This design comes from an exercise in tuning for small area, a short achievable clock period and few clock cycles on the open sky130 flow, not from production work. The RTL was checked by simulation tests, not by an equivalence proof against the original design. Power figures rest on the tool's default switching activity, not on a simulated workload.

==> design.v <==
module wiau_mix (
    input  wire         clk,
    input  wire         rst,
    input  wire         start,
    input  wire [1:0]   op,
    input  wire [255:0] a,
    input  wire [255:0] b,
    output wire         ready,
    output reg          done,
    output wire [255:0] res1,
    output wire [255:0] res2
);
    localparam [1:0] S_IDLE = 2'd0,
                     S_LOAD = 2'd1,
                     S_MUL  = 2'd2,
                     S_UPD  = 2'd3;
    localparam [1:0] OP_MUL  = 2'b00,
                     OP_FOLD = 2'b01;
    function [255:0] rc;
        input [3:0] k;
        begin
            case (k)
                4'd0:    rc = 256'hA14517CC6B9457111EED5B8ADF128686144788148B18FDE030C00661B7D16E9D;
                4'd1:    rc = 256'hB89BA24891F7B2E6EF3F8B62B71933E050C4A6157AB766CCFA2BA143E9029653;
                4'd2:    rc = 256'hDAE07DE7F6269D97ED0DDB59924B141A0AE36687AA58C29FE8293AF2918F493B;
                4'd3:    rc = 256'hF4DAEDD2C0C4EDDE50536BB743875DACFDB214852CCF272E53A3540F5E5AA011;
                4'd4:    rc = 256'h8E55B096FCD22D4E3C1E6D49368331170AE1A0B51EA515B26EF98EFB6EBF35E3;
                4'd5:    rc = 256'h967C447C6D8174067BC5196B06DC9887214AC2F50046DC650F9BFA326367AEB7;
                4'd6:    rc = 256'hA48FE0A92BC653E6EC03C7ED7E59981B3E3A27D8D8E54797D607FE20B08D6175;
                4'd7:    rc = 256'hAAC717B5769B604627896D0E27F2C11E281E73BE041F0383A937169045FB3849;
                default: rc = 256'hB601EAA628C0C090AC51900EAB494A5C236EDD364B4DF8C45A0CDAED7DF05AED;
            endcase
        end
    endfunction
    reg [1:0]   state;
    reg [1:0]   op_r;
    reg [3:0]   round;       
    reg [7:0]   cnt;         
    reg [255:0] w1, w2;      
    reg [255:0] mcand;       
    reg [255:0] mplier;      
    reg [511:0] acc;         
    wire         is_hstep = op_r[1];
    wire [255:0] rck      = rc(round);
    wire [256:0] psum     = {1'b0, acc[511:256]} + {1'b0, (mplier[0] ? mcand : 256'd0)};
    wire [255:0] prod_hi  = acc[511:256];
    wire [255:0] prod_lo  = acc[255:0];
    wire [255:0] fold     = prod_hi ^ prod_lo;
    assign ready = (state == S_IDLE);
    assign res1  = w1;
    assign res2  = w2;
    always @(posedge clk) begin
        if (rst) begin
            state <= S_IDLE;
            done  <= 1'b0;
        end else begin
            done <= 1'b0;
            case (state)
                S_IDLE: begin
                    if (start) begin
                        op_r  <= op;
                        w1    <= a;
                        w2    <= b;
                        round <= 4'd0;
                        state <= S_LOAD;
                    end
                end
                S_LOAD: begin
                    if (!is_hstep) begin
                        mcand  <= w1;
                        mplier <= w2;
                    end else if (!round[0]) begin
                        mcand  <= w2 ^ rck;      
                        mplier <= rck;
                    end else begin
                        mcand  <= w1 ^ rck;      
                        mplier <= rck;
                    end
                    acc   <= 512'd0;
                    cnt   <= 8'd0;
                    state <= S_MUL;
                end
                S_MUL: begin
                    acc    <= {psum, acc[255:1]};
                    mplier <= {1'b0, mplier[255:1]};
                    cnt    <= cnt + 8'd1;
                    if (cnt == 8'd255)
                        state <= S_UPD;
                end
                S_UPD: begin
                    if (is_hstep) begin
                        if (!round[0])
                            w1 <= w1 + fold;
                        else
                            w2 <= w2 + fold;
                        if (round == 4'd8) begin
                            done  <= 1'b1;
                            state <= S_IDLE;
                        end else begin
                            round <= round + 4'd1;
                            state <= S_LOAD;
                        end
                    end else begin
                        w1    <= (op_r == OP_FOLD) ? fold : prod_lo;
                        w2    <= prod_hi;
                        done  <= 1'b1;
                        state <= S_IDLE;
                    end
                end
            endcase
        end
    end
endmodule
==> run.sh <==
#!/bin/bash
# synth_recipe.tcl (not shown) runs the flow's synth.tcl, then flattens the netlist and writes it again
# the make line also repeats each setting of config.mk as NAME=value (left out here)
make -C /OpenROAD-flow-scripts/flow DESIGN_CONFIG=/design/flow/config.mk WORK_HOME=/design/flow/orfs CLKGATE_MAP_FILE= SYNTH_SCRIPT=/design/flow/synth_recipe.tcl finish
==> config.mk <==
export PLATFORM = sky130hd
export DESIGN_NAME = wiau_mix
export DESIGN_NICKNAME = wiau_mix
export VERILOG_FILES = /design/flow/design.v
export SDC_FILE = /design/flow/constraint.sdc
export NUM_CORES = 4
export LEC_CHECK = 0
export CAP_MARGIN = 20
export CORE_MARGIN = 2
export CORE_UTILIZATION = 25
export PLACE_DENSITY = 0.45
export SLEW_MARGIN = 20
==> constraint.sdc <==
create_clock -name core_clock -period 12.0 [get_ports {clk}]
set_input_delay 2.4000 -clock core_clock [delete_from_list [all_inputs] [get_ports {clk}]]
set_output_delay 2.4000 -clock core_clock [all_outputs]
set_load 0.01 [all_outputs]
==> run notes <==
- The number of register bits inferred by synthesis is roughly 1700.
- Summed over its instances, the top area cell type makes up 32.7% of the synthesized netlist area.
- The die covers 0.575 mm2.
- The worst setup timing slack at the placement stage is around 4200 ps.
- After the last flow step, the layout net total stands at 19000.
- The critical path endpoint category is a register.
- Clock tree synthesis inserted a total of between 200 and 250 buffers.
- During placement, the flow inserted port buffers numbering between 1000 and 1500.
- The share of synthesized flip-flops with an asynchronous set or reset is 0%.
- Synthesis produced between 15000 and 20000 cells.
- The final route contains around 140k vias.
- Global routing finished with a remaining overflow of 0.
- The number of antenna violations at the first check in global routing is 85.
- By area the synthesized netlist is led by edfxtp_1 33%, a21oi_1 8.5%, ha_1 7.4%.
- The classification of the worst-slack hold path is reg2reg.
- Setup repair after global routing left no endpoint under its margin.
- The worst-path cell with the longest stage delay is o21ai_0.
- For the worst-skew pair, the clock arrives at the later sink with an insertion delay of ~1000 ps.
- The hold path endpoint is mplier[22]$_DFFE_PP_.
- Entering global routing, the biggest net connects 181 pins.
- The final hold violation count came to 0.
- The reg2reg setup slack is about 3800 ps.
- For the worst flop-to-flop path, the logic depth is 20.
- The count of cell types in the netlist is 104.
- The pre-antenna-repair detailed-routing pass consisted of 6 iterations.
- By startpoint and endpoint, the worst setup path is classified as reg2reg.
- The flow ran to the end and the layout has no timing, DRC or antenna violations.
- The power density normalized to cell area is roughly 360 mW/mm2.
- The worst endpoint required time is 12700 ps.
- The worst register-to-register path ends at w2[246]$_DFFE_PP_.
- The critical path goes through xor2_1 > inv_1 > fa_1 > nand3b_1 > a31o_2 > a31oi_1 > o21ai_0 > a211oi_1 > a21oi_1 > o21ai_0 > and3_1 > a221oi_1 > o21ai_0 > a21oi_1 > nor2_1 > buf_4 > a21o_1 > a21boi_0 > xnor2_1 > o21ai_0.
- The worst hold path was traced through 2 stages.
- When the netlist entered floorplanning its net count stood at approximately 18000.
- The detail-routed via count per cell is about 5.6.
- The most frequent cell on the critical path is o21ai_0.
- The number of clock sinks seen by CTS is about 1700.
- Summed over all instances, the cell type with the most area after synthesis is edfxtp_1.
- The total leakage power is 62.0 nW.
- The floorplan core area is about 0.57 mm2.
- The worst setup path is launched from a register.
- Setup slack closes at 3840 ps.
- The mean instance size in the synthesized netlist is approximately 8.3 um2.
- The total DRC errors in the routed layout is 0.
- The global-route track usage on met1 is between 40% and 50%.
- In this design, the stage delay of the slowest critical-path cell is around 1100 ps.
- The number of global-route vias before repair is between 100k and 150k.
- After clock tree synthesis, the repair step resized 0 gates.
- Global routing used between 4 and 5% of the available met3 tracks.
- In this run the most critical hold path is launched from mplier[23]$_DFFE_PP_.
- The critical register-to-register path startpoint is acc[257]$_SDFFCE_PN0P_.
- The clock arrives with 129 ps of skew.
- The routed design has around 900000 um of wire.
- In this run the cell area of the synthesized design comes to 0.142 mm2.
- The count of nets left with antenna violations once routing finished came out at 0.
- Timing would allow up to 123 MHz.
- The total track usage is between 30 and 40%.
- The data arrival time of the worst path is 8860 ps.
- The die outline width is 758 um.
- Yosys instantiated no cell more often than a21oi_1.
- No sink is reached through more buffers than the 4 on the longest clock path.
- The number of enable flip-flop cells after synthesis is ~1600.
- The number of warnings reported in the yosys synthesis log is 1.
- The vertical die dimension is 758 um.
- Compared with the post-synthesis result, the final layout area differs by 18.6%.
- At the end of routability-driven placement, the weighted congestion stood at about 1.0.
- The transition time of the tightest slew-check pin is approximately 1300 ps.
- The number of pins exceeding their max-slew limit in the final report is 0.
- Sequential elements use around a third of the synthesized area.
- The clock-pin transition on the worst setup and hold timing paths is 60 ps.
- The H-tree generated during clock tree synthesis spans 4 levels.
- The utilization of the core after routing is between 20% and 30%.
- The clock period minus final worst setup slack is approximately 8200 ps.
- The share of post-route cells with drive strength above 1 is under 10%.
- The top-level port count is 1031.
- The half-perimeter wire length of the detailed placement result is 763000 um.
- Max-cap violations in this run came to 0.
- After detailed routing, the average wire length per cell comes to 36.4 um.
- The worst pin sits at a relative slew slack of between 10% and 20%.
- met2 is the most crowded layer.
- The maximum fanout along the worst path is 5.
- The number of setup buffers added after CTS is 0.
- TritonCTS built the clock tree.
- The first routing iteration left 17200 violations.
- The initial utilization of the core area, before any placement, comes to 25.1%.
- The initialized floorplan defines 276 standard-cell rows.
- CTS placed an instance of clkbuf_16 at the clock tree root.
- The commonest register cell after synthesis is edfxtp_1.
- The hold buffer count at cts is 0.
- The global-route wire length before repair is approximately 1200000 um.
- The share of the clock period used by the worst path is roughly 68%.
- The number of endpoints failing setup at the final stage is 0.
- Global routing consumed, on the met2 layer, between 40% and 50% of the routing resources.
- By count the netlist is led by 2428 x a21oi_1, 1786 x nand2_1, 1674 x nor2_1.
- The peak supply drop is ~230 uV.
-- how the worst max path moves through the flow --
stage                                start                 to  cells past startpoint
detailed placement  acc[256]$_SDFFCE_PN0P_  w1[224]$_DFFE_PP_                     23
global placement    acc[398]$_SDFFCE_PN0P_  w1[218]$_DFFE_PP_                     15
floorplan                            start    w1[0]$_DFFE_PP_                      3
global route        acc[256]$_SDFFCE_PN0P_  w1[224]$_DFFE_PP_                     23
finish              acc[257]$_SDFFCE_PN0P_  w2[246]$_DFFE_PP_                     20
CTS                 acc[256]$_SDFFCE_PN0P_  w1[224]$_DFFE_PP_                     23
-- cells in the final DEF, fill, tap and decap left out, drive strengths merged, types with 43 or more instances in the layout --
cell / instances
a31oi: 105
clkdlybuf4s50: 1030
o31ai: 62
nor3: 195
a21oi: 2429
xnor2: 525
inv: 372
o21a: 127
and3: 45
nand4: 439
o221ai: 54
nor3b: 80
clkinv: 91
ha: 843
clkbuf: 292
nor2: 1678
a21o: 329
mux2i: 561
edfxtp: 1550
o22ai: 256
nor2b: 204
or3: 107
o21ai: 1578
nand2b: 112
a211oi: 43
nand2: 1786
and2: 787
dfxtp: 165
xor2: 737
or2: 53
o21bai: 301
nor4: 73
buf: 251
a21boi: 140
nand3: 105
o211ai: 47
-- per-stage QoR --
| step | instances | TNS [ps] | power (mW) | hold WS [ps] | area [um2] |
|---|---|---|---|---|---|
| after floorplan | 17100 | -4476080 | 34.5 | 496 | 142000 |
| after global placement | 24900 | 0 | 52.8 | 505 | 161000 |
| after detailed placement | 24900 | 0 | 52.4 | 507 | 161000 |
| after CTS | 25400 | 0 | 60.2 | 492 | 168000 |
| after global routing | 25400 | 0 | 63.4 | 520 | 169000 |
| final | 25400 | 0 | 61.1 | 493 | 169000 |
-- worst max-delay path: cells and delay by family, from the launching register on --
kind | cells | cell delay (ps)
buffers and inverters | 2 | 450
adder cells (fa/ha/maj) | 1 | 430
AND/OR/NAND/NOR | 3 | 920
flip-flops | 1 | 510
AO/OA/AOI/OAI | 12 | 5100
XOR/XNOR | 2 | 420
-- report_power, final --
| part | switching, mW | internal (mW) | leakage [nW] |
|---|---|---|---|
| clock network | 3.27 | 4.20 | 3.79 |
| logic | 28.1 | 12.4 | 42.3 |
| registers | 3.78 | 9.45 | 15.9 |
-- cells by family (layout without fill, tap and decap cells) --
| group | Yosys count | in the layout | synth area share [%] |
|---|---|---|---|
| adder cells (fa/ha/maj) | 846 | 846 | 7.46 |
| AND/OR/NAND/NOR | 5741 | 5741 | 19.1 |
| multiplexers | 587 | 587 | 4.16 |
| flip-flops | 1715 | 1715 | 35.1 |
| buffers and inverters | 1308 | 2069 | 3.49 |
| XOR/XNOR | 1262 | 1262 | 7.77 |
| AO/OA/AOI/OAI | 5656 | 5656 | 22.9 |
| other | 0 | 42 | 0 |
-- state kept, by name, summed over array words and instances, names as in the netlist, named ones only --
name    cells
acc       512
w2        256
op_r        2
mplier    256
mcand     256
cnt         8
round       4
state       2
done        1
w1        256
-- routing by layer --
metal / vias up / wire length, um
li1: 63400 / -
met1: 72600 / 405000
met2: 6320 / 398000
met3: 1130 / 66100
met4: 38 / 55200
met5: - / 239
-- final cells by class --
type                            count  area [um2]
Fill cell                       61200      397000
Sequential cell                  1715       49800
Multi-Input combinational cell  14100       87700
Inverter                          355        1350
Tap cell                         7506        9390
Antenna cell                       42         105
Clock buffer                      292        6400
Timing Repair Buffer             1281       12500
Clock inverter                    141        1390
Testbench counts, summed over its fixed seeds: cycles 169,384.

-- what the ideal ports hide --
The flow's constraints put no driver on any port. The routed layout listed below was extracted and timed again, unchanged, in two steps. Step 1 sets driving cells, clkbuf_16 on the clock port and buf_2 on the other inputs (assumed; they add their load-dependent delay and slew). Step 2 adds t to the input delays and takes it off the output delays; t is the mean of the earliest and latest rising clock arrival at the registers after step 1. Input paths then give back, and output paths get back, about the clock's delay inside the block. Slacks: no drivers / after step 1 / after step 2; pairs: no drivers / after step 1.
shift t [ns]: 1.084
setup slack, ns: 3.843 / 3.843 / 3.843
worst setup path at the end: register to register
latest minus earliest clock arrival (ns): 0.130 / 0.130
After both steps setup and hold are still met in this run. For this run, drivers alone change the setup slack by 0.000 ns; drivers and shift together by 0.000 ns.
